From an optimization exercise on the open Yosys and OpenROAD flow, aimed at small area, a short achievable clock period and few clock cycles per item; shortcuts taken in it are not production practice. RTL that was checked went through simulation tests only; none was proved equivalent to the original. Function not checked in run 1: the RTL went through the layout flow alone. Power is estimated from default activity; no workload was simulated.

[design/flow/config.mk]
export PLATFORM = sky130hd
export DESIGN_NAME = cnetz_rxdec
export DESIGN_NICKNAME = cnetz_rxdec
export VERILOG_FILES = /design/flow/design.v
export SDC_FILE = /design/flow/constraint.sdc
export NUM_CORES = 4
export LEC_CHECK = 0
export CAP_MARGIN = 20
export CORE_MARGIN = 2
export CORE_UTILIZATION = 40
export SLEW_MARGIN = 20
export SYNTH_HIERARCHICAL = 1
export SYNTH_MINIMUM_KEEP_SIZE = 0
[design/flow/design.v]
module cnetz_bchdec (input wire [14:0] w, output wire [6:0] data, output wire [1:0] code);
    wire n1; cnetz_x2 u1 (.a(w[0]), .b(w[4]), .y(n1));
    wire n2; cnetz_x2 u2 (.a(w[1]), .b(w[8]), .y(n2));
    wire n3; cnetz_x2 u3 (.a(w[1]), .b(w[13]), .y(n3));
    wire n4; cnetz_x2 u4 (.a(w[0]), .b(w[8]), .y(n4));
    wire n5; cnetz_x2 u5 (.a(w[3]), .b(w[10]), .y(n5));
    wire n6; cnetz_x2 u6 (.a(w[7]), .b(w[11]), .y(n6));
    wire n7; cnetz_x2 u7 (.a(w[6]), .b(w[9]), .y(n7));
    wire n8; cnetz_x2 u8 (.a(w[3]), .b(w[12]), .y(n8));
    wire n9; cnetz_x2 u9 (.a(w[9]), .b(w[11]), .y(n9));
    wire n10; cnetz_x2 u10 (.a(w[2]), .b(w[11]), .y(n10));
    wire n11; cnetz_x2 u11 (.a(w[11]), .b(w[14]), .y(n11));
    wire n12; cnetz_x2 u12 (.a(w[10]), .b(w[13]), .y(n12));
    wire n13; cnetz_x2 u13 (.a(w[12]), .b(w[13]), .y(n13));
    wire n14; cnetz_x2 u14 (.a(w[5]), .b(w[14]), .y(n14));
    wire n15; cnetz_x2 u15 (.a(w[4]), .b(w[6]), .y(n15));
    wire n16; cnetz_x2 u16 (.a(w[7]), .b(w[13]), .y(n16));
    wire n17; cnetz_x2 u17 (.a(n1), .b(n13), .y(n17));
    wire n18; cnetz_x2 u18 (.a(w[4]), .b(w[5]), .y(n18));
    wire n19; cnetz_x2 u19 (.a(w[2]), .b(w[4]), .y(n19));
    wire n20; cnetz_x2 u20 (.a(n3), .b(n14), .y(n20));
    wire n21; cnetz_x2 u21 (.a(n10), .b(n12), .y(n21));
    wire n22; cnetz_x2 u22 (.a(n2), .b(n19), .y(n22));
    wire n23; cnetz_x2 u23 (.a(n7), .b(n16), .y(n23));
    wire n24; cnetz_x2 u24 (.a(n4), .b(n9), .y(n24));
    wire n25; cnetz_x2 u25 (.a(n6), .b(n18), .y(n25));
    wire n26; cnetz_x2 u26 (.a(n8), .b(n11), .y(n26));
    wire n27; cnetz_x2 u27 (.a(n5), .b(n15), .y(n27));
    wire n28; cnetz_x2 u28 (.a(n27), .b(n21), .y(n28));
    wire n29; cnetz_x2 u29 (.a(n25), .b(n23), .y(n29));
    wire n30; cnetz_x2 u30 (.a(n22), .b(n26), .y(n30));
    wire n31; cnetz_x2 u31 (.a(n24), .b(n17), .y(n31));
    wire n32; cnetz_x2 u32 (.a(n24), .b(n20), .y(n32));
    wire n33; cnetz_x2 u33 (.a(n22), .b(n21), .y(n33));
    wire n34; cnetz_x2 u34 (.a(n22), .b(n23), .y(n34));
    wire n35; cnetz_x2 u35 (.a(n26), .b(n17), .y(n35));
    wire n36; cnetz_x2 u36 (.a(n28), .b(n35), .y(n36));
    wire n37; cnetz_x2 u37 (.a(n25), .b(n33), .y(n37));
    wire n38; cnetz_x2 u38 (.a(n27), .b(n32), .y(n38));
    wire n39; cnetz_x2 u39 (.a(n24), .b(n27), .y(n39));
    wire n40; cnetz_x2 u40 (.a(n31), .b(n33), .y(n40));
    wire n41; cnetz_x2 u41 (.a(n29), .b(n31), .y(n41));
    wire n42; cnetz_x2 u42 (.a(n28), .b(n29), .y(n42));
    wire n43; cnetz_x2 u43 (.a(n23), .b(n30), .y(n43));
    wire n44; cnetz_x2 u44 (.a(n20), .b(n37), .y(n44));
    wire n45; cnetz_x2 u45 (.a(n20), .b(n29), .y(n45));
    wire n46; cnetz_x2 u46 (.a(n22), .b(n28), .y(n46));
    cnetz_thx u47 (.w(w[8]), .a(n22), .b(n24), .c(n41), .d(n44), .y(data[0]));
    cnetz_thx u48 (.w(w[9]), .a(n42), .b(n24), .c(n40), .d(n23), .y(data[1]));
    cnetz_thx u49 (.w(w[10]), .a(n27), .b(n40), .c(n21), .d(n44), .y(data[2]));
    cnetz_thx u50 (.w(w[11]), .a(n25), .b(n24), .c(n21), .d(n26), .y(data[3]));
    cnetz_thx u51 (.w(w[12]), .a(n41), .b(n40), .c(n17), .d(n26), .y(data[4]));
    cnetz_thx u52 (.w(w[13]), .a(n23), .b(n21), .c(n17), .d(n20), .y(data[5]));
    cnetz_thx u53 (.w(w[14]), .a(n36), .b(n44), .c(n26), .d(n20), .y(data[6]));
    wire [3:0] kc;
    cnetz_cube u_cube (.p({n39, n30, n34, n32}), .k(kc));
    wire n54; cnetz_xn2 u54 (.a(kc[0]), .b(n46), .y(n54));
    wire n55; cnetz_xn2 u55 (.a(kc[1]), .b(n45), .y(n55));
    wire n56; cnetz_xn2 u56 (.a(kc[2]), .b(n43), .y(n56));
    wire n57; cnetz_xn2 u57 (.a(kc[3]), .b(n38), .y(n57));
    wire n58; cnetz_or4 u58 (.a(n32), .b(n34), .c(n30), .d(n39), .y(n58));
    wire n59; cnetz_nand2 u59 (.a(n46), .b(kc[1]), .y(n59));
    wire n60; cnetz_nand2 u60 (.a(n45), .b(kc[0]), .y(n60));
    wire n61; cnetz_nand2 u61 (.a(n43), .b(kc[3]), .y(n61));
    wire n62; cnetz_nand2 u62 (.a(n38), .b(kc[2]), .y(n62));
    wire n63; cnetz_x2 u63 (.a(n59), .b(n60), .y(n63));
    wire n64; cnetz_x2 u64 (.a(n61), .b(n62), .y(n64));
    wire n65; cnetz_xn2 u65 (.a(n63), .b(n64), .y(n65));
    cnetz_nand4 u66 (.a(n54), .b(n55), .c(n56), .d(n57), .y(code[1]));
    wire n67; cnetz_nor2 u67 (.a(n58), .b(code[1]), .y(n67));
    cnetz_a31oi u68 (.a(code[1]), .b(n65), .c(n58), .d(n67), .y(code[0]));
endmodule
module cnetz_cube(p, k);
  input [3:0] p;
  wire [3:0] p;
  output [3:0] k;
  wire [3:0] k;
  wire _00_;
  wire _01_;
  wire _02_;
  wire _03_;
  wire _04_;
  wire _05_;
    cnetz_g_or2 _06_ (.A(p[1]), .B(p[2]), .X(k[2]));
    cnetz_g_nand2 _07_ (.A(p[2]), .B(p[0]), .Y(_00_));
    cnetz_g_nand2 _08_ (.A(p[3]), .B(p[1]), .Y(_01_));
    cnetz_g_xor2 _09_ (.A(_00_), .B(_01_), .X(k[1]));
    cnetz_g_nand2b _10_ (.A_N(p[0]), .B(p[1]), .Y(_02_));
    cnetz_g_nand3 _11_ (.A(p[3]), .B(p[2]), .C(_02_), .Y(_03_));
    cnetz_g_or3 _12_ (.A(p[2]), .B(p[0]), .C(_01_), .X(_04_));
    cnetz_g_nand3b _13_ (.A_N(p[3]), .B(p[1]), .C(p[0]), .Y(_05_));
    cnetz_g_nand3 _14_ (.A(_03_), .B(_04_), .C(_05_), .Y(k[0]));
    cnetz_g_or2 _15_ (.A(p[3]), .B(p[0]), .X(k[3]));
endmodule
module cnetz_g_or2 (input wire A, input wire B, output wire X);
    assign X = (A) | (B);
endmodule
module cnetz_g_nand2 (input wire A, input wire B, output wire Y);
    assign Y = (~A) | (~B);
endmodule
module cnetz_g_xor2 (input wire A, input wire B, output wire X);
    assign X = (A&~B) | (~A&B);
endmodule
module cnetz_g_nand2b (input wire A_N, input wire B, output wire Y);
    assign Y = (A_N) | (~B);
endmodule
module cnetz_g_nand3 (input wire A, input wire B, input wire C, output wire Y);
    assign Y = (~A) | (~B) | (~C);
endmodule
module cnetz_g_or3 (input wire A, input wire B, input wire C, output wire X);
    assign X = (A) | (B) | (C);
endmodule
module cnetz_g_nand3b (input wire A_N, input wire B, input wire C, output wire Y);
    assign Y = (A_N) | (~B) | (~C);
endmodule
module cnetz_a2 (input wire a, input wire b, output wire y);
    assign y = a & b;
endmodule
module cnetz_a21o (input wire a, input wire b, input wire c, output wire y);
    assign y = (a & b) | c;
endmodule
module cnetz_a31oi (input wire a, input wire b, input wire c, input wire d, output wire y);
    assign y = ~((a & b & c) | d);
endmodule
module cnetz_nand2 (input wire a, input wire b, output wire y);
    assign y = ~(a & b);
endmodule
module cnetz_nand3 (input wire a, input wire b, input wire c, output wire y);
    assign y = ~(a & b & c);
endmodule
module cnetz_nand4 (input wire a, input wire b, input wire c, input wire d, output wire y);
    assign y = ~(a & b & c & d);
endmodule
module cnetz_nor2 (input wire a, input wire b, output wire y);
    assign y = ~(a | b);
endmodule
module cnetz_o21ai (input wire a, input wire b, input wire c, output wire y);
    assign y = ~((a | b) & c);
endmodule
module cnetz_or2 (input wire a, input wire b, output wire y);
    assign y = a | b;
endmodule
module cnetz_or4 (input wire a, input wire b, input wire c, input wire d, output wire y);
    assign y = a | b | c | d;
endmodule
module cnetz_thx (input wire w, input wire a, input wire b, input wire c, input wire d, output wire y);
    assign y = w ^ ((a & b & (c | d)) | (c & d & (a | b)));
endmodule
module cnetz_x2 (input wire a, input wire b, output wire y);
    assign y = a ^ b;
endmodule
module cnetz_xn2 (input wire a, input wire b, output wire y);
    assign y = ~(a ^ b);
endmodule
module cnetz_rxdec (
    input  wire         clk,
    input  wire         rst,           
    input  wire         in_valid,
    output wire         in_ready,
    input  wire [149:0] in_frame,
    output reg          out_valid,
    input  wire         out_ready,
    output reg  [2:0]   out_stat,      
    output wire [63:0]  out_payload,
    output wire [5:0]   out_pad,
    output wire [19:0]  out_eflags,    
    output wire [4:0]   out_errcnt
);
    localparam [2:0] ST_OK        = 3'd1;
    localparam [2:0] ST_CORRECTED = 3'd2;
    localparam [2:0] ST_UNCORR    = 3'd3;
    localparam [2:0] ST_IDLE      = 3'd4;
    wire [14:0] word [0:9];
    wire [6:0]  data [0:9];
    wire [1:0]  code [0:9];
    genvar g, c;
    generate
        for (g = 0; g < 10; g = g + 1) begin : lane
            for (c = 0; c < 15; c = c + 1) begin : bitmap
                assign word[g][14-c] = in_frame[149 - (10*c + g)];
            end
            cnetz_bchdec u_dec (
                .w    (word[g]),
                .data (data[g]),
                .code (code[g])
            );
        end
    endgenerate
    reg [69:0] info_r;       
    reg [19:0] code_r;       
    cnetz_or2 u_in_ready (.a(!out_valid), .b(out_ready), .y(in_ready));
    wire load = !out_valid || out_ready;
    always @(posedge clk) begin
        if (rst)
            out_valid <= 1'b0;
        else if (load)
            out_valid <= in_valid;
    end
    always @(posedge clk) begin
        if (load) begin
            info_r <= {data[0], data[1], data[2], data[3], data[4],
                       data[5], data[6], data[7], data[8], data[9]};
            code_r <= {code[9], code[8], code[7], code[6], code[5],
                       code[4], code[3], code[2], code[1], code[0]};
        end
    end
    assign out_payload = info_r[69:6];
    assign out_pad     = info_r[5:0];
    assign out_eflags  = code_r;
    wire [9:0] c_lo, c_hi;
    generate
        for (g = 0; g < 10; g = g + 1) begin : split
            assign c_lo[g] = code_r[2*g];
            assign c_hi[g] = code_r[2*g+1];
        end
    endgenerate
    wire [14:0] psum;        
    wire        idle;
    cnetz_ecsum u_errcnt (.a(c_lo), .b(c_hi), .o(out_errcnt), .ps(psum));
    cnetz_idle  u_idle   (.p(out_payload), .idle(idle));
    wire any_fail = |(c_lo & c_hi);
    always @* begin
        if (any_fail)
            out_stat = ST_UNCORR;
        else if (idle)
            out_stat = ST_IDLE;
        else if (!(|psum))
            out_stat = ST_OK;
        else
            out_stat = ST_CORRECTED;
    end
endmodule
module cnetz_ecsum (input wire [9:0] a, input wire [9:0] b, output wire [4:0] o, output wire [14:0] ps);
    cnetz_x2 ue1 (.a(a[0]), .b(a[1]), .y(ps[0]));
    wire e2; cnetz_x2 ue2 (.a(b[0]), .b(b[1]), .y(e2));
    cnetz_a21o ue3 (.a(a[0]), .b(a[1]), .c(e2), .y(ps[1]));
    cnetz_a2 ue4 (.a(b[0]), .b(b[1]), .y(ps[2]));
    cnetz_x2 ue5 (.a(a[2]), .b(a[3]), .y(ps[3]));
    wire e6; cnetz_x2 ue6 (.a(b[2]), .b(b[3]), .y(e6));
    cnetz_a21o ue7 (.a(a[2]), .b(a[3]), .c(e6), .y(ps[4]));
    cnetz_a2 ue8 (.a(b[2]), .b(b[3]), .y(ps[5]));
    cnetz_x2 ue9 (.a(a[4]), .b(a[5]), .y(ps[6]));
    wire e10; cnetz_x2 ue10 (.a(b[4]), .b(b[5]), .y(e10));
    cnetz_a21o ue11 (.a(a[4]), .b(a[5]), .c(e10), .y(ps[7]));
    cnetz_a2 ue12 (.a(b[4]), .b(b[5]), .y(ps[8]));
    cnetz_x2 ue13 (.a(a[6]), .b(a[7]), .y(ps[9]));
    wire e14; cnetz_x2 ue14 (.a(b[6]), .b(b[7]), .y(e14));
    cnetz_a21o ue15 (.a(a[6]), .b(a[7]), .c(e14), .y(ps[10]));
    cnetz_a2 ue16 (.a(b[6]), .b(b[7]), .y(ps[11]));
    cnetz_x2 ue17 (.a(a[8]), .b(a[9]), .y(ps[12]));
    wire e18; cnetz_x2 ue18 (.a(b[8]), .b(b[9]), .y(e18));
    cnetz_a21o ue19 (.a(a[8]), .b(a[9]), .c(e18), .y(ps[13]));
    cnetz_a2 ue20 (.a(b[8]), .b(b[9]), .y(ps[14]));
    wire e21; cnetz_x2 ue21 (.a(ps[0]), .b(ps[3]), .y(e21));
    wire e22; cnetz_x2 ue22 (.a(e21), .b(ps[6]), .y(e22));
    wire e23; cnetz_nand2 ue23 (.a(ps[0]), .b(ps[3]), .y(e23));
    wire e24; cnetz_nand2 ue24 (.a(ps[0]), .b(ps[6]), .y(e24));
    wire e25; cnetz_nand2 ue25 (.a(ps[3]), .b(ps[6]), .y(e25));
    wire e26; cnetz_nand3 ue26 (.a(e23), .b(e24), .c(e25), .y(e26));
    wire e27; cnetz_x2 ue27 (.a(ps[9]), .b(ps[12]), .y(e27));
    cnetz_x2 ue28 (.a(e27), .b(e22), .y(o[0]));
    wire e29; cnetz_nand2 ue29 (.a(ps[9]), .b(ps[12]), .y(e29));
    wire e30; cnetz_nand2 ue30 (.a(ps[9]), .b(e22), .y(e30));
    wire e31; cnetz_nand2 ue31 (.a(ps[12]), .b(e22), .y(e31));
    wire e32; cnetz_nand3 ue32 (.a(e29), .b(e30), .c(e31), .y(e32));
    wire e33; cnetz_x2 ue33 (.a(e26), .b(ps[1]), .y(e33));
    wire e34; cnetz_x2 ue34 (.a(e33), .b(ps[4]), .y(e34));
    wire e35; cnetz_nand2 ue35 (.a(e26), .b(ps[1]), .y(e35));
    wire e36; cnetz_nand2 ue36 (.a(e26), .b(ps[4]), .y(e36));
    wire e37; cnetz_nand2 ue37 (.a(ps[1]), .b(ps[4]), .y(e37));
    wire e38; cnetz_nand3 ue38 (.a(e35), .b(e36), .c(e37), .y(e38));
    wire e39; cnetz_x2 ue39 (.a(ps[7]), .b(ps[10]), .y(e39));
    wire e40; cnetz_x2 ue40 (.a(e39), .b(ps[13]), .y(e40));
    wire e41; cnetz_nand2 ue41 (.a(ps[7]), .b(ps[10]), .y(e41));
    wire e42; cnetz_nand2 ue42 (.a(ps[7]), .b(ps[13]), .y(e42));
    wire e43; cnetz_nand2 ue43 (.a(ps[10]), .b(ps[13]), .y(e43));
    wire e44; cnetz_nand3 ue44 (.a(e41), .b(e42), .c(e43), .y(e44));
    wire e45; cnetz_x2 ue45 (.a(e32), .b(e34), .y(e45));
    cnetz_x2 ue46 (.a(e45), .b(e40), .y(o[1]));
    wire e47; cnetz_nand2 ue47 (.a(e32), .b(e34), .y(e47));
    wire e48; cnetz_nand2 ue48 (.a(e32), .b(e40), .y(e48));
    wire e49; cnetz_nand2 ue49 (.a(e34), .b(e40), .y(e49));
    wire e50; cnetz_nand3 ue50 (.a(e47), .b(e48), .c(e49), .y(e50));
    wire e51; cnetz_x2 ue51 (.a(ps[2]), .b(ps[5]), .y(e51));
    wire e52; cnetz_x2 ue52 (.a(e51), .b(ps[8]), .y(e52));
    wire e53; cnetz_nand2 ue53 (.a(ps[2]), .b(ps[5]), .y(e53));
    wire e54; cnetz_nand2 ue54 (.a(ps[2]), .b(ps[8]), .y(e54));
    wire e55; cnetz_nand2 ue55 (.a(ps[5]), .b(ps[8]), .y(e55));
    wire e56; cnetz_nand3 ue56 (.a(e53), .b(e54), .c(e55), .y(e56));
    wire e57; cnetz_x2 ue57 (.a(ps[11]), .b(ps[14]), .y(e57));
    wire e58; cnetz_x2 ue58 (.a(e57), .b(e38), .y(e58));
    wire e59; cnetz_nand2 ue59 (.a(ps[11]), .b(ps[14]), .y(e59));
    wire e60; cnetz_nand2 ue60 (.a(ps[11]), .b(e38), .y(e60));
    wire e61; cnetz_nand2 ue61 (.a(ps[14]), .b(e38), .y(e61));
    wire e62; cnetz_nand3 ue62 (.a(e59), .b(e60), .c(e61), .y(e62));
    wire e63; cnetz_x2 ue63 (.a(e44), .b(e52), .y(e63));
    wire e64; cnetz_x2 ue64 (.a(e63), .b(e58), .y(e64));
    wire e65; cnetz_nand2 ue65 (.a(e44), .b(e52), .y(e65));
    wire e66; cnetz_nand2 ue66 (.a(e44), .b(e58), .y(e66));
    wire e67; cnetz_nand2 ue67 (.a(e52), .b(e58), .y(e67));
    wire e68; cnetz_nand3 ue68 (.a(e65), .b(e66), .c(e67), .y(e68));
    wire e69; cnetz_x2 ue69 (.a(e56), .b(e62), .y(e69));
    wire e70; cnetz_x2 ue70 (.a(e69), .b(e68), .y(e70));
    wire e71; cnetz_nand2 ue71 (.a(e56), .b(e62), .y(e71));
    wire e72; cnetz_nand2 ue72 (.a(e56), .b(e68), .y(e72));
    wire e73; cnetz_nand2 ue73 (.a(e62), .b(e68), .y(e73));
    wire e74; cnetz_nand3 ue74 (.a(e71), .b(e72), .c(e73), .y(e74));
    cnetz_x2 ue75 (.a(e64), .b(e50), .y(o[2]));
    wire e76; cnetz_a2 ue76 (.a(e64), .b(e50), .y(e76));
    cnetz_x2 ue77 (.a(e70), .b(e76), .y(o[3]));
    cnetz_a21o ue78 (.a(e70), .b(e76), .c(e74), .y(o[4]));
endmodule
module cnetz_idle (input wire [63:0] p, output wire idle);
    wire i1; cnetz_nand4 ui1 (.a(p[0]), .b(p[1]), .c(p[2]), .d(p[3]), .y(i1));
    wire i2; cnetz_nand4 ui2 (.a(p[4]), .b(p[5]), .c(p[6]), .d(p[7]), .y(i2));
    wire i3; cnetz_nand4 ui3 (.a(p[8]), .b(p[9]), .c(p[10]), .d(p[11]), .y(i3));
    wire i4; cnetz_nand4 ui4 (.a(p[12]), .b(p[13]), .c(p[14]), .d(p[15]), .y(i4));
    wire i5; cnetz_nand4 ui5 (.a(p[16]), .b(p[17]), .c(p[18]), .d(p[19]), .y(i5));
    wire i6; cnetz_nand4 ui6 (.a(p[20]), .b(p[21]), .c(p[22]), .d(p[23]), .y(i6));
    wire i7; cnetz_nand4 ui7 (.a(p[24]), .b(p[25]), .c(p[26]), .d(p[27]), .y(i7));
    wire i8; cnetz_nand4 ui8 (.a(p[28]), .b(p[29]), .c(p[30]), .d(p[31]), .y(i8));
    wire i9; cnetz_nand4 ui9 (.a(p[32]), .b(p[33]), .c(p[34]), .d(p[35]), .y(i9));
    wire i10; cnetz_nand4 ui10 (.a(p[36]), .b(p[37]), .c(p[38]), .d(p[39]), .y(i10));
    wire i11; cnetz_nand4 ui11 (.a(p[40]), .b(p[41]), .c(p[42]), .d(p[43]), .y(i11));
    wire i12; cnetz_nand4 ui12 (.a(p[44]), .b(p[45]), .c(p[46]), .d(p[47]), .y(i12));
    wire i13; cnetz_nand4 ui13 (.a(p[48]), .b(p[49]), .c(p[50]), .d(p[51]), .y(i13));
    wire i14; cnetz_nand4 ui14 (.a(p[52]), .b(p[53]), .c(p[54]), .d(p[55]), .y(i14));
    wire i15; cnetz_nand4 ui15 (.a(p[56]), .b(p[57]), .c(p[58]), .d(p[59]), .y(i15));
    wire i16; cnetz_nand4 ui16 (.a(p[60]), .b(p[61]), .c(p[62]), .d(p[63]), .y(i16));
    wire i17; cnetz_nor2 ui17 (.a(i1), .b(i2), .y(i17));
    wire i18; cnetz_nor2 ui18 (.a(i3), .b(i4), .y(i18));
    wire i19; cnetz_nor2 ui19 (.a(i5), .b(i6), .y(i19));
    wire i20; cnetz_nor2 ui20 (.a(i7), .b(i8), .y(i20));
    wire i21; cnetz_nor2 ui21 (.a(i9), .b(i10), .y(i21));
    wire i22; cnetz_nor2 ui22 (.a(i11), .b(i12), .y(i22));
    wire i23; cnetz_nor2 ui23 (.a(i13), .b(i14), .y(i23));
    wire i24; cnetz_nor2 ui24 (.a(i15), .b(i16), .y(i24));
    wire i25; cnetz_nand4 ui25 (.a(i17), .b(i18), .c(i19), .d(i20), .y(i25));
    wire i26; cnetz_nand4 ui26 (.a(i21), .b(i22), .c(i23), .d(i24), .y(i26));
    wire i27; cnetz_nor2 ui27 (.a(p[0]), .b(p[1]), .y(i27));
    wire i28; cnetz_nor2 ui28 (.a(p[2]), .b(p[3]), .y(i28));
    wire i29; cnetz_nor2 ui29 (.a(p[4]), .b(p[5]), .y(i29));
    wire i30; cnetz_nor2 ui30 (.a(p[6]), .b(p[7]), .y(i30));
    wire i31; cnetz_nor2 ui31 (.a(p[8]), .b(p[9]), .y(i31));
    wire i32; cnetz_nor2 ui32 (.a(p[10]), .b(p[11]), .y(i32));
    wire i33; cnetz_nor2 ui33 (.a(p[12]), .b(p[13]), .y(i33));
    wire i34; cnetz_nor2 ui34 (.a(p[14]), .b(p[15]), .y(i34));
    wire i35; cnetz_nor2 ui35 (.a(p[16]), .b(p[17]), .y(i35));
    wire i36; cnetz_nor2 ui36 (.a(p[18]), .b(p[19]), .y(i36));
    wire i37; cnetz_nor2 ui37 (.a(p[20]), .b(p[21]), .y(i37));
    wire i38; cnetz_nor2 ui38 (.a(p[22]), .b(p[23]), .y(i38));
    wire i39; cnetz_nor2 ui39 (.a(p[24]), .b(p[25]), .y(i39));
    wire i40; cnetz_nor2 ui40 (.a(p[26]), .b(p[27]), .y(i40));
    wire i41; cnetz_nor2 ui41 (.a(p[28]), .b(p[29]), .y(i41));
    wire i42; cnetz_nor2 ui42 (.a(p[30]), .b(p[31]), .y(i42));
    wire i43; cnetz_nor2 ui43 (.a(p[32]), .b(p[33]), .y(i43));
    wire i44; cnetz_nor2 ui44 (.a(p[34]), .b(p[35]), .y(i44));
    wire i45; cnetz_nor2 ui45 (.a(p[36]), .b(p[37]), .y(i45));
    wire i46; cnetz_nor2 ui46 (.a(p[38]), .b(p[39]), .y(i46));
    wire i47; cnetz_nor2 ui47 (.a(p[40]), .b(p[41]), .y(i47));
    wire i48; cnetz_nor2 ui48 (.a(p[42]), .b(p[43]), .y(i48));
    wire i49; cnetz_nor2 ui49 (.a(p[44]), .b(p[45]), .y(i49));
    wire i50; cnetz_nor2 ui50 (.a(p[46]), .b(p[47]), .y(i50));
    wire i51; cnetz_nor2 ui51 (.a(p[48]), .b(p[49]), .y(i51));
    wire i52; cnetz_nor2 ui52 (.a(p[50]), .b(p[51]), .y(i52));
    wire i53; cnetz_nor2 ui53 (.a(p[52]), .b(p[53]), .y(i53));
    wire i54; cnetz_nor2 ui54 (.a(p[54]), .b(p[55]), .y(i54));
    wire i55; cnetz_nor2 ui55 (.a(p[56]), .b(p[57]), .y(i55));
    wire i56; cnetz_nor2 ui56 (.a(p[58]), .b(p[59]), .y(i56));
    wire i57; cnetz_nor2 ui57 (.a(p[60]), .b(p[61]), .y(i57));
    wire i58; cnetz_nor2 ui58 (.a(p[62]), .b(p[63]), .y(i58));
    wire i59; cnetz_nand4 ui59 (.a(i27), .b(i28), .c(i29), .d(i30), .y(i59));
    wire i60; cnetz_nand4 ui60 (.a(i31), .b(i32), .c(i33), .d(i34), .y(i60));
    wire i61; cnetz_nand4 ui61 (.a(i35), .b(i36), .c(i37), .d(i38), .y(i61));
    wire i62; cnetz_nand4 ui62 (.a(i39), .b(i40), .c(i41), .d(i42), .y(i62));
    wire i63; cnetz_nand4 ui63 (.a(i43), .b(i44), .c(i45), .d(i46), .y(i63));
    wire i64; cnetz_nand4 ui64 (.a(i47), .b(i48), .c(i49), .d(i50), .y(i64));
    wire i65; cnetz_nand4 ui65 (.a(i51), .b(i52), .c(i53), .d(i54), .y(i65));
    wire i66; cnetz_nand4 ui66 (.a(i55), .b(i56), .c(i57), .d(i58), .y(i66));
    wire i67; cnetz_nor2 ui67 (.a(i59), .b(i60), .y(i67));
    wire i68; cnetz_nor2 ui68 (.a(i61), .b(i62), .y(i68));
    wire i69; cnetz_nor2 ui69 (.a(i63), .b(i64), .y(i69));
    wire i70; cnetz_nor2 ui70 (.a(i65), .b(i66), .y(i70));
    wire i71; cnetz_nand4 ui71 (.a(i67), .b(i68), .c(i69), .d(i70), .y(i71));
    cnetz_o21ai ui72 (.a(i25), .b(i26), .c(i71), .y(idle));
endmodule
[design/flow/constraint.sdc]
create_clock -name core_clock -period 10.0 [get_ports {clk}]
set_input_delay 2.0000 -clock core_clock [delete_from_list [all_inputs] [get_ports {clk}]]
set_output_delay 2.0000 -clock core_clock [all_outputs]
set_load 0.01 [all_outputs]
[design/flow/flow/run.sh]
#!/bin/bash
# The standard layout (standard.sh), with plain buf_1 cells as the port buffers.
export BUFFER_PORTS_ARGS="-buffer_cell sky130_fd_sc_hd__buf_1"
bash standard.sh > standard_run.log 2>&1
[design/flow/standard.sh]
#!/bin/bash
# synth_recipe.tcl (not shown) runs the flow's synth.tcl, then flattens the netlist and writes it again
# the make line also repeats each setting of config.mk as NAME=value (left out here)
make -C /OpenROAD-flow-scripts/flow DESIGN_CONFIG=/design/flow/config.mk WORK_HOME=/design/flow/orfs CLKGATE_MAP_FILE= SYNTH_SCRIPT=/design/flow/synth_recipe.tcl "${@:-finish}"
==> impl_results.md, run 1 <==
* Outcome: finished clean
* # IOs at about 250
* Area contributors post-synth: xor2_1 (46%), edfxtp_1 (24%), o211ai_1 (9.4%)
* CTS tree: yes
* Grt ovf at 0
* WL final at around 29,000 um
* Share of layout cells above drive strength 1 at 0.0138
* Leak at roughly 5.0 nW
* Cell breakdown of the critical path: xor2_1, nand2_1, nand3_1, nand2_1, nand3_1, xor2_1, nand2_1, nand3_1, xor2_1, xor2_1, buf_1
* Residual DRC count at 0
* Multi-input gate area at 8530 um2
* Starting DRT DRC Count at roughly 410
* Period utilisation layout at 0.481
* Crit path DAT at 2.81 ns
* Sequential share of the synthesized area at 0.242
* Clock Pin Slew Worst Setup and Hold Paths at 0.07 ns
* Vias in the first global route at around 8,700
* Final HPWL DP at between 20,000 and 25,000 um
* Crit start category: register
* Core area at roughly 28,000 um2
* Num rows at 61
* Mapped Cells at approximately 1,300
* PostCTS Resize Cnt at 0
* Fin nets at approximately 1,700
* Max stage delay on crit path at approximately 0.55 ns
* Final hold viol count at 0
* Die span in y at approximately 170 um
* Post-Layout Cell Count at approximately 1,900
* Worst min path class: register to register
* Buffers & Inverters on Critical Path at 1
* Warnings, synthesis at 7
* Max cap viols at 0
* Commonest non-fill, non-tap cell in the layout: xor2_1
* Syn_area_per_cell at around 9 um2
* Rel. slew slack at 0.427
* Port bufs at 253
* First-pass GRT wire length at between 40,000 and 50,000 um
* Clock Latency Late Sink at approximately 0.36 ns
* Post-placement cell count at 1,883
* Depth of the CTS H-tree at 3
* Crit Path Category: register to output pin
* Pre-CTS WS at about 5.2 ns
* Routed WL per cell at roughly 15 um
* Clock sink count at 91
* Post-synth top area share at 0.459
* Cell class contributing the biggest share of worst-path delay: XOR/XNOR gates
* Vias per cell at 5.05
* Syn nets at between 1,000 and 1,500
* Chip width at 172 um
* Total power at between 0.004 and 0.005 W
* Antenna viol nets, final at 0
* Postcts setup bufs at 0
* Die Area at 29,500 um2
* Synth Flop Type: edfxtp_1
* Worst path most repeated cell: xor2_1
* Final-report setup violation count at 0
* Fillers at between 2,000 and 3,000
* Design area at approximately 13,000 um2
* Setup TNS Final at 0 ns
* RSZ-0062 raised after global routing: no
* Final Wtd Congestion at approximately 0.85
* Slew @ Worst Pin at around 0.86 ns
* Worst EP required at about 8 ns
* Flops & latches, synth at 91
* Starting Density at 0.406
* Initial antenna violation count at 0
* Synth area leader: xor2_1
* Crit-path slowest cell: edfxtp_1
* Area Growth Syn to Fin at 15.2%
* CTS buffer count at 9
* Root buffer cell: clkbuf_16
* CP Capture Type: output pin
* Worst Setup Slack, final at roughly 5.2 ns
* Diodes inserted at 0
* Hold bufs inserted after CTS at 0
* EDFF count, synth at 90
* Worst VDD drop at around 0.00014 V
* Max Root-Sink Buffers at 2
* Power per standard cell area at around 310 nW/um2
* Yosys cell types at 27
* Reg area at between 2000 and 3000 um2
* Commonest non-fill, non-tap cells in the layout: xor2_1 (590), buf_1 (253), nand2_1 (157)
* Max Slew Vio Count at 0
* Vias at between 9,000 and 10,000
* DR pass1 iterations at 6
* Worst-path fanout max at 4
* Largest net degree at the start of global routing at 63
* Placed Area at between 10,000 and 15,000 um2
* Max Fclk at slightly above 0.2 GHz
* Max Clock Skew at roughly 0.0074 ns
* Synth Cell Area at 11,300 um2
* Total GRT Usage at 0.190
* Final Critical Period at 4.81 ns
* Post-synth ARST share at 0
## per-layer routing
metal | GRT usage | part of all wire | vias up
met4 | 0.0427 | 0.010 | 0
met3 | 0.0205 | 0.039 | 19
met2 | 0.325 | 0.48 | 198
met1 | 0.257 | 0.47 | 4487
li1 | - | - | 4895
met5 | 0 | 0 | -
## cells in the mapped netlist, types with 2 or more instances
| master | instances |
|---|---|
| nand2_1 | 157 |
| xor2_1 | 590 |
| a31oi_1 | 10 |
| and3_1 | 2 |
| xnor2_1 | 50 |
| nand3_1 | 30 |
| edfxtp_1 | 90 |
| nor2_1 | 54 |
| nor4_2 | 3 |
| a21o_1 | 6 |
| or2_1 | 21 |
| or4_1 | 10 |
| nand3b_1 | 10 |
| nand2b_1 | 11 |
| inv_1 | 2 |
| and2_1 | 6 |
| or3_1 | 10 |
| nand4_1 | 38 |
| o211ai_1 | 141 |
| a22oi_1 | 3 |
## registers in the layout (all words and copies together) (netlist names)
| signal | flops |
|---|---|
| code_r | 20 |
| out_valid | 1 |
| info_r | 70 |
## area by class of cell
type	count	share of cell area
sequential	91	0.210
inverter	2	0.000579
timing repair buffer	254	0.0738
multi-input combinational	1158	0.658
tap	378	0.0365
clock buffer	10	0.0177
clock inverter	6	0.00319
## modules after synthesis, one instance, submodules excluded, a selection
module          flip-flops and latches  copies in the design
cnetz_a2                             0                     6
cnetz_g_nand2                        0                    20
cnetz_g_nand3                        0                    20
cnetz_g_nand3b                       0                    10
cnetz_g_or2                          0                    20
cnetz_g_or3                          0                    10
cnetz_g_xor2                         0                    10
cnetz_nand2                          0                    67
cnetz_nand4                          0                    37
cnetz_nor2                           0                    54
cnetz_or2                            0                     1
cnetz_or4                            0                    10
cnetz_rxdec                         91                     1
cnetz_thx                            0                    70
cnetz_x2                             0                   510
cnetz_xn2                            0                    50
## path summary, 6_finish.rpt
| kind | from | end | slack, ns | cells past startpoint |
|---|---|---|---|---|
| max reg2reg | out_valid | code_r[10] | 8.12 | 2 |
| max | code_r[8] | out_errcnt[3] | 5.19 | 11 |
| min reg2reg | out_valid | out_valid | 0.86 | 2 |
| min | out_valid | out_valid | 0.86 | 2 |
## tightest hold or removal path: cells and delay by family, from the launching register on
| family | cells | cell delay (ns) |
|---|---|---|
| DFF | 1 | 0.34 |
| AOI/OAI and AO/OA | 1 | 0.12 |
| and+or+nand+nor | 1 | 0.36 |
## power breakdown
group          internal [W]  switching (W)
clock network      0.000169       0.000161
registers          0.000705       0.000173
logic               0.00111        0.00175
total               0.00199        0.00208
## cell families after synthesis
group / share of synthesized area
and+or+nand+nor: 0.150
buffers and inverters: 0.000667
AOI/OAI and AO/OA: 0.110
xor gates and xnor gates: 0.498
DFF: 0.242
## metrics by stage
stage | utilization | hold WS [ns]
after floorplan | - | 2.07
after global placement | 0.458 | 0.874
after detailed placement | 0.458 | 0.881
after CTS | 0.468 | 0.890
after global routing | 0.468 | 0.946
final | 0.468 | 0.863
==> inputs of run 2 (changes only) <==
--- a/design/flow/design.v
+++ b/design/flow/design.v
@@ -264,21 +264,21 @@
     wire e31; cnetz_nand2 ue31 (.a(ps[12]), .b(e22), .y(e31));
     wire e32; cnetz_nand3 ue32 (.a(e29), .b(e30), .c(e31), .y(e32));
-    wire e33; cnetz_x2 ue33 (.a(e26), .b(ps[1]), .y(e33));
-    wire e34; cnetz_x2 ue34 (.a(e33), .b(ps[4]), .y(e34));
-    wire e35; cnetz_nand2 ue35 (.a(e26), .b(ps[1]), .y(e35));
-    wire e36; cnetz_nand2 ue36 (.a(e26), .b(ps[4]), .y(e36));
-    wire e37; cnetz_nand2 ue37 (.a(ps[1]), .b(ps[4]), .y(e37));
+    wire e33; cnetz_x2 ue33 (.a(ps[1]), .b(ps[4]), .y(e33));
+    wire e34; cnetz_x2 ue34 (.a(e33), .b(ps[7]), .y(e34));
+    wire e35; cnetz_nand2 ue35 (.a(ps[1]), .b(ps[4]), .y(e35));
+    wire e36; cnetz_nand2 ue36 (.a(ps[1]), .b(ps[7]), .y(e36));
+    wire e37; cnetz_nand2 ue37 (.a(ps[4]), .b(ps[7]), .y(e37));
     wire e38; cnetz_nand3 ue38 (.a(e35), .b(e36), .c(e37), .y(e38));
-    wire e39; cnetz_x2 ue39 (.a(ps[7]), .b(ps[10]), .y(e39));
-    wire e40; cnetz_x2 ue40 (.a(e39), .b(ps[13]), .y(e40));
-    wire e41; cnetz_nand2 ue41 (.a(ps[7]), .b(ps[10]), .y(e41));
-    wire e42; cnetz_nand2 ue42 (.a(ps[7]), .b(ps[13]), .y(e42));
-    wire e43; cnetz_nand2 ue43 (.a(ps[10]), .b(ps[13]), .y(e43));
+    wire e39; cnetz_x2 ue39 (.a(ps[10]), .b(ps[13]), .y(e39));
+    wire e40; cnetz_x2 ue40 (.a(e39), .b(e26), .y(e40));
+    wire e41; cnetz_nand2 ue41 (.a(ps[10]), .b(ps[13]), .y(e41));
+    wire e42; cnetz_nand2 ue42 (.a(ps[10]), .b(e26), .y(e42));
+    wire e43; cnetz_nand2 ue43 (.a(ps[13]), .b(e26), .y(e43));
     wire e44; cnetz_nand3 ue44 (.a(e41), .b(e42), .c(e43), .y(e44));
-    wire e45; cnetz_x2 ue45 (.a(e32), .b(e34), .y(e45));
-    cnetz_x2 ue46 (.a(e45), .b(e40), .y(o[1]));
-    wire e47; cnetz_nand2 ue47 (.a(e32), .b(e34), .y(e47));
-    wire e48; cnetz_nand2 ue48 (.a(e32), .b(e40), .y(e48));
-    wire e49; cnetz_nand2 ue49 (.a(e34), .b(e40), .y(e49));
+    wire e45; cnetz_x2 ue45 (.a(e34), .b(e40), .y(e45));
+    cnetz_x2 ue46 (.a(e45), .b(e32), .y(o[1]));
+    wire e47; cnetz_nand2 ue47 (.a(e34), .b(e40), .y(e47));
+    wire e48; cnetz_nand2 ue48 (.a(e34), .b(e32), .y(e48));
+    wire e49; cnetz_nand2 ue49 (.a(e40), .b(e32), .y(e49));
     wire e50; cnetz_nand3 ue50 (.a(e47), .b(e48), .c(e49), .y(e50));
     wire e51; cnetz_x2 ue51 (.a(ps[2]), .b(ps[5]), .y(e51));
@@ -289,14 +289,14 @@
     wire e56; cnetz_nand3 ue56 (.a(e53), .b(e54), .c(e55), .y(e56));
     wire e57; cnetz_x2 ue57 (.a(ps[11]), .b(ps[14]), .y(e57));
-    wire e58; cnetz_x2 ue58 (.a(e57), .b(e38), .y(e58));
+    wire e58; cnetz_x2 ue58 (.a(e57), .b(e52), .y(e58));
     wire e59; cnetz_nand2 ue59 (.a(ps[11]), .b(ps[14]), .y(e59));
-    wire e60; cnetz_nand2 ue60 (.a(ps[11]), .b(e38), .y(e60));
-    wire e61; cnetz_nand2 ue61 (.a(ps[14]), .b(e38), .y(e61));
+    wire e60; cnetz_nand2 ue60 (.a(ps[11]), .b(e52), .y(e60));
+    wire e61; cnetz_nand2 ue61 (.a(ps[14]), .b(e52), .y(e61));
     wire e62; cnetz_nand3 ue62 (.a(e59), .b(e60), .c(e61), .y(e62));
-    wire e63; cnetz_x2 ue63 (.a(e44), .b(e52), .y(e63));
+    wire e63; cnetz_x2 ue63 (.a(e38), .b(e44), .y(e63));
     wire e64; cnetz_x2 ue64 (.a(e63), .b(e58), .y(e64));
-    wire e65; cnetz_nand2 ue65 (.a(e44), .b(e52), .y(e65));
-    wire e66; cnetz_nand2 ue66 (.a(e44), .b(e58), .y(e66));
-    wire e67; cnetz_nand2 ue67 (.a(e52), .b(e58), .y(e67));
+    wire e65; cnetz_nand2 ue65 (.a(e38), .b(e44), .y(e65));
+    wire e66; cnetz_nand2 ue66 (.a(e38), .b(e58), .y(e66));
+    wire e67; cnetz_nand2 ue67 (.a(e44), .b(e58), .y(e67));
     wire e68; cnetz_nand3 ue68 (.a(e65), .b(e66), .c(e67), .y(e68));
     wire e69; cnetz_x2 ue69 (.a(e56), .b(e62), .y(e69));
==> impl_results.md, run 2 <==
* Post-synthesis compound-gate area fraction at 0.110
* Fillers at between 2,000 and 3,000
* Power per standard cell area at around 310 nW/um2
* Critical path depth at 10
* Clock Latency Late Sink at approximately 0.35 ns
* CP Capture Type: output pin
* Share of layout cells above drive strength 1 at 0.0125
* Internal Pwr Total at roughly 0.0020 W
* Hold bufs inserted after CTS at 0
* Crit start category: register
* RR Endpoint: out_valid
* # IOs at around 250
* Crit-path slowest cell: edfxtp_1
* Die Area at between 20,000 and 30,000 um2
* Die span in y at 172 um
* Most common cell in the synthesized netlist: xor2_1
* Syn nets at between 1,000 and 1,500
* Top cells by count, synth: xor2_1 (590), nand2_1 (157), o211ai_1 (141)
* Max Clock Skew at about 0.0075 ns
* Vias at around 9,600
* Period utilisation layout at 0.465
* Sequential share of the synthesized area at 0.242
* Buffers & Inverters on Critical Path at 1
* Depth of the CTS H-tree at 3
* Vias per cell at around 5.0
* Worst VDD drop at between 0.00015 and 0.0002 V
* PostCTS Resize Cnt at 0
* Final Wtd Congestion at around 0.83
* Port bufs at around 250
* Synth Flop Type: edfxtp_1
* Largest Register: info_r
* Post-Synth XOR/XNOR Area at 0.498
* Slew @ Worst Pin at 0.836 ns
* Max stage delay on crit path at just over 0.5 ns
* DR pass1 iterations at 5
* Max cap viols at 0
* First-pass GRT wire length at ~44,000 um
* Area Growth Syn to Fin at 15.5%
* Clock sink count at about 90
* CTS tree: yes
* Outcome: finished clean
* Core area at about 28,000 um2
* Syn_area_per_cell at between 8 and 9 um2
* Flops & latches, synth at 91
* Clk pwr share at 0.091
* Max Root-Sink Buffers at 2
* Leak at 5.07 nW
* Initial antenna violation count at 0
* Yosys cell types at 27
* Clock Pin Slew Worst Setup and Hold Paths at around 0.070 ns
* Area contributors post-synth: xor2_1 (46%), edfxtp_1 (24%), o211ai_1 (9.4%)
* Largest net degree at the start of global routing at 61
* Setup crit start: code_r[6]
* Crit path DAT at 2.65 ns
* Top flop regs: info_r: 70 flops, code_r: 20 flops, out_valid: 1 flops
* Grt ovf at 0
* Combinational power share at 0.696
* Reg2reg path depth at 3
* Worst-path fanout max at 4
* Synth area leader: xor2_1
* Cell breakdown of the critical path: xor2_1, xor2_1, xor2_1, nand2_1, nand3_1, nand2_1, nand3_1, and2_1, xor2_1, buf_1
* Sw Share at 0.503
* Diodes inserted at 0
* Warnings, synthesis at 7
* Flop pwr share at 0.213
* Max reg flops at 70
* Mapped Cells at ~1,300
* Post-synth top area share at 0.459
* Post-Layout Cell Count at 1,899
* Mux contribution to synthesized area at 0
* Total GRT Usage at 0.185
* R2r setup slk at 8.03 ns
* Simple-gate share of the synthesized area at 0.150
* Antenna viol nets, final at 0
* Vias in the first global route at 8,834
* Commonest non-fill, non-tap cells in the layout: xor2_1 (590), buf_1 (253), nand2_1 (157)
* Cell class contributing the biggest share of worst-path delay: XOR/XNOR gates
* Largest family of logic cells by synthesized area: XOR/XNOR gates
* Final hold viol count at 0
* Post-placement cell count at between 1,500 and 2,000
* Chip width at about 170 um
* Worst min path class: register to register
* End point of the critical path: out_errcnt[3]
* Rel. slew slack at 0.443
* Worst EP required at around 8 ns
* EDFF count, synth at 90
* Final HPWL DP at between 20,000 and 25,000 um
* Fin nets at between 1,500 and 2,000
* Worst path most repeated cell: xor2_1
* Final-report setup violation count at 0
* Starting Density at 0.406
* Max Slew Vio Count at 0
* Setup TNS Final at 0 ns
* Commonest non-fill, non-tap cell in the layout: xor2_1
* CTS buffer count at 9
* Total power at between 0.004 and 0.005 W
* Utilization after layout at 0.469
* WL final at 28,000 um
* Postcts setup bufs at 0
* Crit Path Category: register to output pin
* Hold Worst Slack at between 0.9 and 1 ns
* Adder-Cell Fraction of Synth Area at 0
* Max Fclk at 0.215 GHz
* Critical R2R Launch: out_valid
* Root buffer cell: clkbuf_16
* Num rows at 61
* Residual DRC count at 0
* Routed WL per cell at around 15 um
* Final Critical Period at 4.65 ns
* RSZ-0062 raised after global routing: no
* Post-synth ARST share at 0
* Synth Cell Area at approximately 11,000 um2
* Starting DRT DRC Count at roughly 540
* Switching power total at 0.00206 W
[run 2: cell counts after synthesis]
No cell type changed its count.
[run 2: worst min path at each step]
stage	startpoint	to	cells after the start	slack [ns]
3_5_place_dp	out_valid	info_r[15]	1	0.98
5_1_grt	out_valid	info_r[19]	1	1.04
2_1_floorplan	rst	out_valid	1	2.07
6_report	out_valid	info_r[16]	1	0.96
4_1_cts	out_valid	info_r[15]	1	0.99
3_3_place_gp	out_valid	info_r[15]	1	0.96
[run 2: kinds of logic (layout without fill, tap and decap cells)]
group / Yosys count / in the layout
xor+xnor: 640 / 640
simple gates: 353 / 353
compound gates: 165 / 165
flops: 91 / 91
buf+inv: 2 / 272
[run 2: through the flow]
| stage | setup WS (ns) | cell area (um2) |
|---|---|---|
| floorplan | 5.33 | 11300 |
| global placement | 5.21 | 12700 |
| detailed placement | 5.13 | 12700 |
| CTS | 5.32 | 13000 |
| global route | 5.12 | 13000 |
| finish | 5.35 | 13000 |
[run 2: power by group through the flow]
stage	clock network [W]	registers [W]	logic, W
global route	0.000400	0.000899	0.00320
CTS	0.000385	0.000877	0.00286
detailed placement	0	0.000884	0.00285
finish	0.000371	0.000872	0.00284
floorplan	0	0.000907	0.00214
global placement	0	0.000882	0.00279
[run 2: Yosys stat by module, one instance, submodules excluded, a selection]
module         cell area [um2]  copies in the design
cnetz_or4                 7.51                    10
cnetz_thx                 27.5                    70
cnetz_a2                  6.26                     6
cnetz_x2                  8.76                   510
cnetz_g_nand2             3.75                    20
cnetz_g_nand3             5.00                    20
cnetz_g_or2               6.26                    20
cnetz_or2                 6.26                     1
cnetz_o21ai               5.00                     1
cnetz_nand3               5.00                     9
[run 2: metal layers]
layer,vias up,GRT usage,part of all wire
met4,0,0.0248,0.0048
met5,-,0,0
met2,200,0.317,0.48
li1,4891,-,-
met1,4483,0.251,0.47
met3,12,0.0295,0.050
[run 2: area by class of cell]
type | instances | area, um2 | area share
clock buffer | 11 | 233 | 0.0179
clock inverter | 5 | 77.6 | 0.00597
inverter | 2 | 7.51 | 0.000577
multi-input combinational | 1158 | 8530 | 0.656
sequential | 91 | 2720 | 0.209
tap | 378 | 473 | 0.0364
timing repair buffer | 254 | 957 | 0.0736
Testbench counts of run 2, summed over its fixed seeds: cycles 4,008, items 4,000.

==> afterwards: timing with drivers on the ports <==
No port has a modelled driver above. Below, the same layouts with a new extraction and two added sets of constraints. Step 1, drivers: a clkbuf_16 drives clk and a buf_2 each remaining input, both assumed. Step 2 moves the port delays by t, midway between the first and last clock arrival at a register: inputs arrive t later, outputs are due t later. That takes back most of the time a late clock gives input paths. a / b / c = no drivers / after step 1 / after step 2; a / b = the first two.
run	shift t [ns]	slack for setup (ns)	worst register clock-pin slew, ns
run 1	0.401	5.190 / 5.142 / 5.139	0.07 / 0.07
run 2	0.381	5.355 / 5.316 / 5.112	0.07 / 0.07
After both steps every run listed still meets setup and hold. The setup slack of run 2, which loses most, moves by -0.039 ns with the drivers and by -0.243 ns with both steps.
